What follows belongs to an exercise in optimizing a design on an open flow for small area; a production flow would make more cautious choices.
In this exercise RTL edits were held to simulation tests only and were not proved equivalent to the original.
Power figures rest on the tool's default switching activity, not on a simulated workload.

==> flow/design.v <==
module frame_codec (
    input  wire        clk,
    input  wire        rst,
    input  wire        enc_start,
    output wire        enc_busy,
    output wire        tx_valid,
    output wire [7:0]  tx_data,
    output wire        tx_last,
    input  wire        tx_ready,
    input  wire        rx_valid,
    input  wire [7:0]  rx_data,
    input  wire        rx_end,
    output reg         res_valid,
    output wire [2:0]  res_kind,
    output wire [3:0]  res_reason,
    output wire [16:0] res_len,
    output wire [7:0]  res_type,
    output wire [7:0]  res_cmd,
    output wire [15:0] res_dlen,
    output wire [7:0]  res_chk_computed,
    output wire [7:0]  res_chk_received,
    output wire [7:0]  res_code,
    output wire [7:0]  res_rssi,
    output wire [15:0] res_pc,
    output wire [95:0] res_epc
);
    reg [2:0] es;
    wire      busy = |es;
    always @(posedge clk) begin
        if (rst)
            es <= 3'd0;
        else if (busy ? tx_ready : enc_start)
            es <= es + 3'd1;
    end
    reg [7:0] inv_byte;
    always @(*) begin
        case (es)
            3'd1:    inv_byte = 8'hBB;
            3'd3:    inv_byte = 8'h22;
            3'd6:    inv_byte = 8'h22;
            3'd7:    inv_byte = 8'h7E;
            default: inv_byte = 8'h00;
        endcase
    end
    assign enc_busy = busy;
    assign tx_valid = busy;
    assign tx_data  = inv_byte;
    assign tx_last  = (es == 3'd7);
    localparam [31:0] HDR_SUCC = 32'h0222_0011;
    reg [16:0]  cnt;
    reg [7:0]   sum;         
    reg [7:0]   d1, d2;      
    reg         sok;         
    reg         hs;          
    reg [119:0] wb;          
    wire        sat   = &cnt;
    wire        low   = (cnt[16:5] == 12'd0);
    wire [16:0] cnt_n = (rx_valid && !sat) ? cnt + 17'd1 : cnt;
    wire [7:0]  sum_a = sum + d2;
    wire [31:0] whdr  = ~wb[31:0];
    wire [7:0]  rx_n  = ~rx_data;
    wire [19:0] we;
    genvar g;
    generate
        for (g = 0; g < 20; g = g + 1) begin : g_we
            assign we[g] = rx_valid && low && (cnt[4:0] == g);
        end
    endgenerate
    always @(posedge clk) begin
        if (rst || rx_end)
            cnt <= 17'd0;
        else
            cnt <= cnt_n;
        if (rx_valid) begin
            d1  <= rx_data;
            d2  <= d1;
            sum <= (low && cnt[4:0] < 5'd3) ? 8'h00 : sum_a;
        end
        if (we[0])
            sok <= (rx_data == 8'hBB);
        if (we[5])
            hs <= (whdr == HDR_SUCC);
    end
    generate
        for (g = 0; g < 11; g = g + 1) begin : g_pay
            always @(posedge clk)
                if (we[g+5])
                    wb[119-8*g -: 8] <= rx_n;
        end
        for (g = 11; g < 15; g = g + 1) begin : g_hdr
            always @(posedge clk)
                if (we[g-10] || (we[g+5] && hs))
                    wb[119-8*g -: 8] <= rx_n;
        end
    endgenerate
    wire [7:0]  w_d1   = rx_valid ? rx_data : d1;
    wire [7:0]  w_d2   = rx_valid ? d1 : d2;
    wire [7:0]  w_sum  = rx_valid ? sum_a : sum;
    wire [15:0] w_dlen = hs ? HDR_SUCC[15:0] : whdr[15:0];
    wire [7:0]  s5     = ~wb[119:112];
    wire f_empty = (cnt_n == 17'd0);
    wire f_short = (cnt_n[16:3] == 14'd0);
    wire f_mark  = !sok || (rx_valid ? (rx_data != 8'h7E) : (d1 != 8'h7E));
    wire f_chk   = (w_sum != w_d2);
    wire [16:0] la = cnt_n;
    wire [16:0] lb = ~{1'b0, whdr[15:0]};
    wire [16:0] lk = 17'd6;
    wire [16:0] lc = {(lk[15:0] & la[15:0] & lb[15:0]) | (~lk[15:0] & (la[15:0] | lb[15:0])), 1'b0};
    wire f_len   = hs ? (cnt_n != 17'd24) : |(la ^ lb ^ lk ^ lc);
    wire p_succ  = hs || (whdr[31:16] == HDR_SUCC[31:16]);
    wire p_err   = !hs && (whdr[31:16] == 16'h01FF);
    wire l17     = hs;
    wire l1      = (whdr[15:0] == 16'd1);
    reg [3:0] oc_n;
    always @(*) begin
        if (f_empty)      oc_n = 4'd1;
        else if (f_short) oc_n = 4'd2;
        else if (f_mark)  oc_n = 4'd3;
        else if (f_chk)   oc_n = 4'd4;
        else if (f_len)   oc_n = 4'd5;
        else if (p_succ)  oc_n = l17 ? 4'd13 : 4'd6;
        else if (p_err)   oc_n = l1 ? ((s5 == 8'h15) ? 4'd14 : 4'd15) : 4'd7;
        else              oc_n = 4'd8;
    end
    wire n_chk  = !f_short && !f_mark && f_chk;
    wire n_succ = (oc_n == 4'd13);
    reg [3:0]   oc;
    reg         rhs;         
    reg [119:0] rb;          
    always @(posedge clk) begin
        if (rst) begin
            res_valid        <= 1'b0;
            oc               <= 4'd0;
            rhs              <= 1'b0;
            rb[111:79]       <= {33{1'b1}};
            rb[78:32]        <= 47'h0;
        end else if (rx_end) begin
            res_valid        <= 1'b1;
            oc               <= oc_n;
            rhs              <= hs && !f_short;
            rb[111:79]       <= n_succ ? wb[111:79] : ~{cnt_n, w_sum, w_d2};
            rb[78:32]        <= n_succ ? ~wb[78:32] : 47'h0;
        end else if (rx_valid) begin
            res_valid <= 1'b0;
        end
        if (rx_end) begin
            rb[119:112] <= wb[119:112];
            rb[31:0]    <= wb[31:0];
        end
    end
    wire o_x    = oc[3] & oc[2];
    wire o_succ = o_x & !oc[1];
    wire o_tag  = o_x & oc[1];
    wire o_hdr  = o_x | (oc > 4'd2);      
    wire o_ns   = (oc != 4'd0) && !o_succ;
    wire o_chk  = (oc == 4'd4);
    wire [119:0] rp     = {~rb[119:79], rb[78:32], ~rb[31:0]};
    wire [31:0] hdr_out = rhs ? HDR_SUCC : (o_hdr ? rp[31:0] : 32'h0);
    assign res_kind   = o_x ? {1'b0, oc[1:0]} : {(oc != 4'd0), 2'b00};
    assign res_reason = o_x ? 4'd0 : oc;
    assign res_rssi   = o_succ ? rp[119:112] : 8'h00;
    assign res_code   = o_tag  ? rp[119:112] : 8'h00;
    assign res_pc     = o_succ ? rp[111:96] : 16'h0;
    assign res_epc    = {(o_succ ? rp[95:79] : 17'h0), rp[78:32], (o_succ ? rp[31:0] : 32'h0)};
    assign res_len    = o_succ ? 17'd24 : (o_ns ? rp[111:95] : 17'd0);
    assign res_chk_computed = o_chk ? rp[94:87] : 8'h00;
    assign res_chk_received = o_chk ? rp[86:79] : 8'h00;
    assign res_type   = hdr_out[31:24];
    assign res_cmd    = hdr_out[23:16];
    assign res_dlen   = hdr_out[15:0];
endmodule
clock: 6.0 ns
lec_check: 0
cap_margin: 0
core_margin: 2
core_utilization: 65
slew_margin: 0
standard.sh (not shown) runs the stock make flow with config.mk's settings and CLKGATE_MAP_FILE= SYNTH_SCRIPT=/design/flow/synth_recipe.tcl, a recipe that flattens the netlist after the stock synthesis.
==> flow/flow/run.sh <==
#!/bin/bash
# Layout flow: the standard ORFS flow (standard.sh) with
#  1. the standard synthesis, unchanged (bash standard.sh synth);
#  2. its combinational cells re-mapped for area by ABC (remap.tcl, with
#     each abc*.abc script in turn; the smallest netlist is kept): the
#     flip-flops, their names and cell types stay as synthesis made them;
#  3. the rest of the standard flow (floorplan, power grid, tap cells,
#     placement, CTS, routing), with ports buffered by buf_1 and CTS built
#     from small clock buffers without dummy loads;
set -euo pipefail
export BUFFER_PORTS_ARGS="-buffer_cell sky130_fd_sc_hd__buf_1"
CTS_BASE="-sink_clustering_enable -repair_clock_nets -dont_use_dummy_load"
export CTS_ARGS="$CTS_BASE -buf_list sky130_fd_sc_hd__clkbuf_2"
R=orfs/results/$FLOW_PLATFORM/frame_codec/base
bash standard.sh synth > synth.log 2>&1
cp $R/1_2_yosys.v $R/1_2_yosys_standard.v
DONT_USE=$(make -s -C "$FLOW_HOME" DESIGN_CONFIG="$PWD/config.mk" WORK_HOME="$PWD/orfs" print-DONT_USE_CELLS 2>/dev/null | sed "s/^DONT_USE_CELLS: *//")
export DONT_USE REMAP_IN=$R/1_2_yosys_standard.v
export REMAP_LIB=$FLOW_HOME/platforms/$FLOW_PLATFORM/lib/sky130_fd_sc_hd__tt_025C_1v80.lib
best=""; best_area=""
for s in flow/abc*.abc; do
  n=$(basename $s .abc)
  REMAP_ABC=$PWD/$s REMAP_OUT=$R/1_2_yosys_$n.v yosys -c flow/remap.tcl > remap_$n.log 2>&1 || continue
  a=$(grep "Chip area" remap_$n.log | tail -1 | awk '{print $NF}')
  std=$(grep "Chip area" $R/1_2_yosys_$n.v.std_stat | tail -1 | awk '{print $NF}')
  echo "$n $a (standard $std)" >> remap_areas.log
  # a sanity bound: a re-mapping never shrinks the netlist this much
  awk -v a="$a" -v s="$std" 'BEGIN{exit !(a > 0.6*s)}' || continue
  if [[ -z "$best" ]] || awk -v a="$a" -v b="$best_area" 'BEGIN{exit !(a<b)}'; then best=$n; best_area=$a; fi
done
echo "best $best $best_area" >> remap_areas.log
cp $R/1_2_yosys_$best.v $R/1_2_yosys.v
rm -f $R/1_synth.odb $R/1_synth.sdc
bash standard.sh finish > finish.log 2>&1

export SLEW_LIB=$REMAP_LIB SLEW_R=$R
clk_slew() {
  openroad -no_init -exit flow/clkslew.tcl > clkslew_$1.log 2>&1 || true
  awk '/CLKSLEW_PS/ {print $2}' clkslew_$1.log
}
try=1
for next in "-buf_list sky130_fd_sc_hd__clkbuf_4 -sink_clustering_size 8 -sink_clustering_max_diameter 60" \
            "-buf_list {sky130_fd_sc_hd__clkbuf_2 sky130_fd_sc_hd__clkbuf_4}"; do
  slew=$(clk_slew $try)
  echo "try $try: clock pin slew $slew ps" >> clkslew_summary.log
  awk -v s="$slew" 'BEGIN{exit !(s == "" || s > 117)}' || break
  cp -r orfs/logs orfs/logs_try$try
  rm -f $R/4_* $R/5_* $R/6_* out/final.def
  try=$((try + 1))
  export CTS_ARGS="$CTS_BASE $next"
  bash standard.sh finish > finish$try.log 2>&1
done
==> flow/flow/clkslew.tcl <==
read_liberty $::env(SLEW_LIB)
read_db $::env(SLEW_R)/6_final.odb
read_sdc $::env(SLEW_R)/6_final.sdc
read_spef $::env(SLEW_R)/6_final.spef
set mx 0
foreach pin [get_pins -hierarchical */CLK] {
  foreach p {slew_max_rise slew_max_fall slew_max} {
    if {![catch {set s [get_property $pin $p]}]} { if {$s > $mx} {set mx $s} }
  }
}
puts "CLKSLEW_PS [expr {$mx * 1000.0}]"
Other scripts of this flow, unchanged in this note and not shown: flow/flow/abc1.abc, flow/flow/abc2.abc, flow/flow/abc3.abc, flow/flow/abc4.abc, flow/flow/abc5.abc, flow/flow/abc6.abc, flow/flow/remap.tcl
The starting point completed with no timing, DRC or antenna violations.
==> next run, changes <==
--- a/flow/flow/run.sh
+++ b/flow/flow/run.sh
@@ -36,17 +36,11 @@
 export SLEW_LIB=$REMAP_LIB SLEW_R=$R
-clk_slew() {
-  openroad -no_init -exit flow/clkslew.tcl > clkslew_$1.log 2>&1 || true
-  awk '/CLKSLEW_PS/ {print $2}' clkslew_$1.log
-}
-try=1
-for next in "-buf_list sky130_fd_sc_hd__clkbuf_4 -sink_clustering_size 8 -sink_clustering_max_diameter 60" \
-            "-buf_list {sky130_fd_sc_hd__clkbuf_2 sky130_fd_sc_hd__clkbuf_4}"; do
-  slew=$(clk_slew $try)
-  echo "try $try: clock pin slew $slew ps" >> clkslew_summary.log
-  awk -v s="$slew" 'BEGIN{exit !(s == "" || s > 117)}' || break
-  cp -r orfs/logs orfs/logs_try$try
+openroad -no_init -exit flow/clkslew.tcl > clkslew.log 2>&1 || true
+slew=$(awk '/CLKSLEW_PS/ {print $2}' clkslew.log)
+echo "clock pin slew after the first try: $slew ps" >> clkslew_summary.log
+if awk -v s="$slew" 'BEGIN{exit !(s == "" || s > 115)}'; then
+  cp -r orfs/logs orfs/logs_try1
   rm -f $R/4_* $R/5_* $R/6_* out/final.def
-  try=$((try + 1))
-  export CTS_ARGS="$CTS_BASE $next"
-  bash standard.sh finish > finish$try.log 2>&1
-done
+  export CTS_ARGS="$CTS_BASE -buf_list {sky130_fd_sc_hd__clkbuf_2 sky130_fd_sc_hd__clkbuf_4}"
+  bash standard.sh finish > finish2.log 2>&1
+  openroad -no_init -exit flow/clkslew.tcl > clkslew2.log 2>&1 || true
+fi
What happened: Via count barely changes. Hold slack is better by 3.4 ps. Power goes up by about 7.5%. Routed wire length fell by 0.33%. Die area does not change. Global-route usage barely changes. Fmax is lower by 3.9%. Sequential cell count does not change.
==> next run, changes <==
--- a/flow/flow/run.sh
+++ b/flow/flow/run.sh
@@ -8,7 +8,7 @@
 #     placement, CTS, routing), with ports buffered by buf_1 and CTS built
-#     from small clock buffers without dummy loads;
+#     from small clock buffers without dummy loads.
+# Each tool writes its full output to a log file of its own here.
 set -euo pipefail
 export BUFFER_PORTS_ARGS="-buffer_cell sky130_fd_sc_hd__buf_1"
-CTS_BASE="-sink_clustering_enable -repair_clock_nets -dont_use_dummy_load"
-export CTS_ARGS="$CTS_BASE -buf_list sky130_fd_sc_hd__clkbuf_2"
+export CTS_ARGS="-sink_clustering_enable -repair_clock_nets -dont_use_dummy_load -buf_list sky130_fd_sc_hd__clkbuf_4 -sink_clustering_size 10 -sink_clustering_max_diameter 80"
 R=orfs/results/$FLOW_PLATFORM/frame_codec/base
@@ -34,13 +34 @@
 bash standard.sh finish > finish.log 2>&1
-
-export SLEW_LIB=$REMAP_LIB SLEW_R=$R
-openroad -no_init -exit flow/clkslew.tcl > clkslew.log 2>&1 || true
-slew=$(awk '/CLKSLEW_PS/ {print $2}' clkslew.log)
-echo "clock pin slew after the first try: $slew ps" >> clkslew_summary.log
-if awk -v s="$slew" 'BEGIN{exit !(s == "" || s > 115)}'; then
-  cp -r orfs/logs orfs/logs_try1
-  rm -f $R/4_* $R/5_* $R/6_* out/final.def
-  export CTS_ARGS="$CTS_BASE -buf_list {sky130_fd_sc_hd__clkbuf_2 sky130_fd_sc_hd__clkbuf_4}"
-  bash standard.sh finish > finish2.log 2>&1
-  openroad -no_init -exit flow/clkslew.tcl > clkslew2.log 2>&1 || true
-fi
- CORE_UTILIZATION: 65 -> 75
- GPL_TIMING_DRIVEN: default -> 0
removed: flow/flow/clkslew.tcl
Cell area falls by 2.5%. Routed wire length came out higher by 3.3%. Fmax drops by 4.5%. First-iteration DRC count climbs by 35%. Setup slack gets worse by 260 ps. Synthesized cell count stays the same. Die area drops by 13%. Global-route usage went up by 5.3 points. Power goes down by 9.7%. Synthesized area is unchanged.
==> next run, changes <==
--- a/flow/flow/run.sh
+++ b/flow/flow/run.sh
@@ -8,7 +8,7 @@
 #     placement, CTS, routing), with ports buffered by buf_1 and CTS built
-#     from small clock buffers without dummy loads.
-# Each tool writes its full output to a log file of its own here.
+#     from small clock buffers without dummy loads;
 set -euo pipefail
 export BUFFER_PORTS_ARGS="-buffer_cell sky130_fd_sc_hd__buf_1"
-export CTS_ARGS="-sink_clustering_enable -repair_clock_nets -dont_use_dummy_load -buf_list sky130_fd_sc_hd__clkbuf_4 -sink_clustering_size 10 -sink_clustering_max_diameter 80"
+CTS_BASE="-sink_clustering_enable -repair_clock_nets -dont_use_dummy_load"
+export CTS_ARGS="$CTS_BASE -buf_list sky130_fd_sc_hd__clkbuf_4 -sink_clustering_size 10 -sink_clustering_max_diameter 80"
 R=orfs/results/$FLOW_PLATFORM/frame_codec/base
@@ -34 +34,19 @@
 bash standard.sh finish > finish.log 2>&1
+
+export SLEW_LIB=$REMAP_LIB SLEW_R=$R
+clk_slew() {
+  openroad -no_init -exit flow/clkslew.tcl > clkslew_$1.log 2>&1 || true
+  awk '/CLKSLEW_PS/ {print $2}' clkslew_$1.log
+}
+try=1
+for next in "-buf_list sky130_fd_sc_hd__clkbuf_4 -sink_clustering_size 8 -sink_clustering_max_diameter 60" \
+            "-buf_list {sky130_fd_sc_hd__clkbuf_2 sky130_fd_sc_hd__clkbuf_4}"; do
+  slew=$(clk_slew $try)
+  echo "try $try: clock pin slew $slew ps" >> clkslew_summary.log
+  awk -v s="$slew" 'BEGIN{exit !(s == "" || s > 117)}' || break
+  cp -r orfs/logs orfs/logs_try$try
+  rm -f $R/4_* $R/5_* $R/6_* out/final.def
+  try=$((try + 1))
+  export CTS_ARGS="$CTS_BASE $next"
+  bash standard.sh finish > finish$try.log 2>&1
+done
==> flow/flow/abc7.abc (new file) <==
strash
dc2
&get -n
&deepsyn -T 60
&put
ifraig
dch -f
&get -n
&nf -p -R 1000
&put
==> flow/flow/clkslew.tcl (new file) <==
read_liberty $::env(SLEW_LIB)
read_db $::env(SLEW_R)/6_final.odb
read_sdc $::env(SLEW_R)/6_final.sdc
read_spef $::env(SLEW_R)/6_final.spef
set mx 0
foreach pin [get_pins -hierarchical */CLK] {
  foreach p {slew_max_rise slew_max_fall slew_max} {
    if {![catch {set s [get_property $pin $p]}]} { if {$s > $mx} {set mx $s} }
  }
}
puts "CLKSLEW_PS [expr {$mx * 1000.0}]"
- CORE_UTILIZATION: 75 -> 65
- GPL_TIMING_DRIVEN: 0 -> default
=> Sequential power hardly moves. Setup slack gains 400 ps. Via count came out lower by 5.2%. Routed wire length fell by 7.5%. Die area rises by 14%. Synthesized cell count drops by 1.0%.
==> next run, changes <==
--- a/flow/flow/run.sh
+++ b/flow/flow/run.sh
@@ -12,3 +12,3 @@
 CTS_BASE="-sink_clustering_enable -repair_clock_nets -dont_use_dummy_load"
-export CTS_ARGS="$CTS_BASE -buf_list sky130_fd_sc_hd__clkbuf_4 -sink_clustering_size 10 -sink_clustering_max_diameter 80"
+export CTS_ARGS="$CTS_BASE -buf_list sky130_fd_sc_hd__clkbuf_2"
 R=orfs/results/$FLOW_PLATFORM/frame_codec/base
@@ -36,17 +36,11 @@
 export SLEW_LIB=$REMAP_LIB SLEW_R=$R
-clk_slew() {
-  openroad -no_init -exit flow/clkslew.tcl > clkslew_$1.log 2>&1 || true
-  awk '/CLKSLEW_PS/ {print $2}' clkslew_$1.log
-}
-try=1
-for next in "-buf_list sky130_fd_sc_hd__clkbuf_4 -sink_clustering_size 8 -sink_clustering_max_diameter 60" \
-            "-buf_list {sky130_fd_sc_hd__clkbuf_2 sky130_fd_sc_hd__clkbuf_4}"; do
-  slew=$(clk_slew $try)
-  echo "try $try: clock pin slew $slew ps" >> clkslew_summary.log
-  awk -v s="$slew" 'BEGIN{exit !(s == "" || s > 117)}' || break
-  cp -r orfs/logs orfs/logs_try$try
+openroad -no_init -exit flow/clkslew.tcl > clkslew.log 2>&1 || true
+slew=$(awk '/CLKSLEW_PS/ {print $2}' clkslew.log)
+echo "clock pin slew after the first try: $slew ps" >> clkslew_summary.log
+if awk -v s="$slew" 'BEGIN{exit !(s == "" || s > 0)}'; then
+  cp -r orfs/logs orfs/logs_try1
   rm -f $R/4_* $R/5_* $R/6_* out/final.def
-  try=$((try + 1))
-  export CTS_ARGS="$CTS_BASE $next"
-  bash standard.sh finish > finish$try.log 2>&1
-done
+  export CTS_ARGS="$CTS_BASE -buf_list {sky130_fd_sc_hd__clkbuf_2 sky130_fd_sc_hd__clkbuf_4}"
+  bash standard.sh finish > finish2.log 2>&1
+  openroad -no_init -exit flow/clkslew.tcl > clkslew2.log 2>&1 || true
+fi
removed: flow/flow/abc7.abc
After rerunning: The changed run went through all stages and came out clean; setup slack is worse by 140 ps; first-iteration DRC count rose slightly; via count rose by a few percent.
==> next run, changes <==
--- a/flow/flow/run.sh
+++ b/flow/flow/run.sh
@@ -36,11 +36,17 @@
 export SLEW_LIB=$REMAP_LIB SLEW_R=$R
-openroad -no_init -exit flow/clkslew.tcl > clkslew.log 2>&1 || true
-slew=$(awk '/CLKSLEW_PS/ {print $2}' clkslew.log)
-echo "clock pin slew after the first try: $slew ps" >> clkslew_summary.log
-if awk -v s="$slew" 'BEGIN{exit !(s == "" || s > 0)}'; then
-  cp -r orfs/logs orfs/logs_try1
+clk_slew() {
+  openroad -no_init -exit flow/clkslew.tcl > clkslew_$1.log 2>&1 || true
+  awk '/CLKSLEW_PS/ {print $2}' clkslew_$1.log
+}
+try=1
+for next in "-buf_list sky130_fd_sc_hd__clkbuf_4 -sink_clustering_size 8 -sink_clustering_max_diameter 60" \
+            "-buf_list {sky130_fd_sc_hd__clkbuf_2 sky130_fd_sc_hd__clkbuf_4}"; do
+  slew=$(clk_slew $try)
+  echo "try $try: clock pin slew $slew ps" >> clkslew_summary.log
+  awk -v s="$slew" 'BEGIN{exit !(s == "" || s > 117)}' || break
+  cp -r orfs/logs orfs/logs_try$try
   rm -f $R/4_* $R/5_* $R/6_* out/final.def
-  export CTS_ARGS="$CTS_BASE -buf_list {sky130_fd_sc_hd__clkbuf_2 sky130_fd_sc_hd__clkbuf_4}"
-  bash standard.sh finish > finish2.log 2>&1
-  openroad -no_init -exit flow/clkslew.tcl > clkslew2.log 2>&1 || true
-fi
+  try=$((try + 1))
+  export CTS_ARGS="$CTS_BASE $next"
+  bash standard.sh finish > finish$try.log 2>&1
+done
- CORE_UTILIZATION: 65 -> 85
What happened: With this change the flow did not get past global placement (3_3_place_gp) (GPL-0301). Synthesized cell count stays the same. Synthesized area does not change.

==> what the ideal ports hide <==
The flow's constraints put no driver on any port. The routed layouts listed below were extracted and timed again, unchanged, in two steps.
Step 1: set_driving_cell puts a clkbuf_16 on clk and a buf_2 on each other input, an assumption about the parent block.
Step 2, shift: input delay + t, output delay - t, t = (earliest + latest rising clock arrival at the registers) / 2. This alone moves slack from input paths to output paths.
Slacks: ideal ports / drivers / drivers and shift; pairs: ideal ports / drivers.
run | t (ns) | setup WS [ns] | hold slack, ns | worst setup path after step 2
the first run | 0.794 | 0.718 / 0.718 / 0.401 | 0.426 / 0.426 / 0.426 | input to register
the second run | 0.675 | 0.501 / 0.501 / 0.299 | 0.430 / 0.430 / 0.430 | input to register
the third run | 0.640 | 0.240 / 0.240 / -0.344 | 0.431 / 0.431 / 0.431 | input to register
the fourth run | 0.659 | 0.643 / 0.643 / 0.281 | 0.427 / 0.427 / 0.427 | input to register
the fifth run | 0.675 | 0.501 / 0.501 / 0.299 | 0.430 / 0.430 / 0.430 | input to register
With both steps, setup timing fails in the third run, where it was met with ideal ports. For the third run, which loses most, drivers alone change the setup slack by 0.000 ns; drivers and shift together by -0.584 ns.
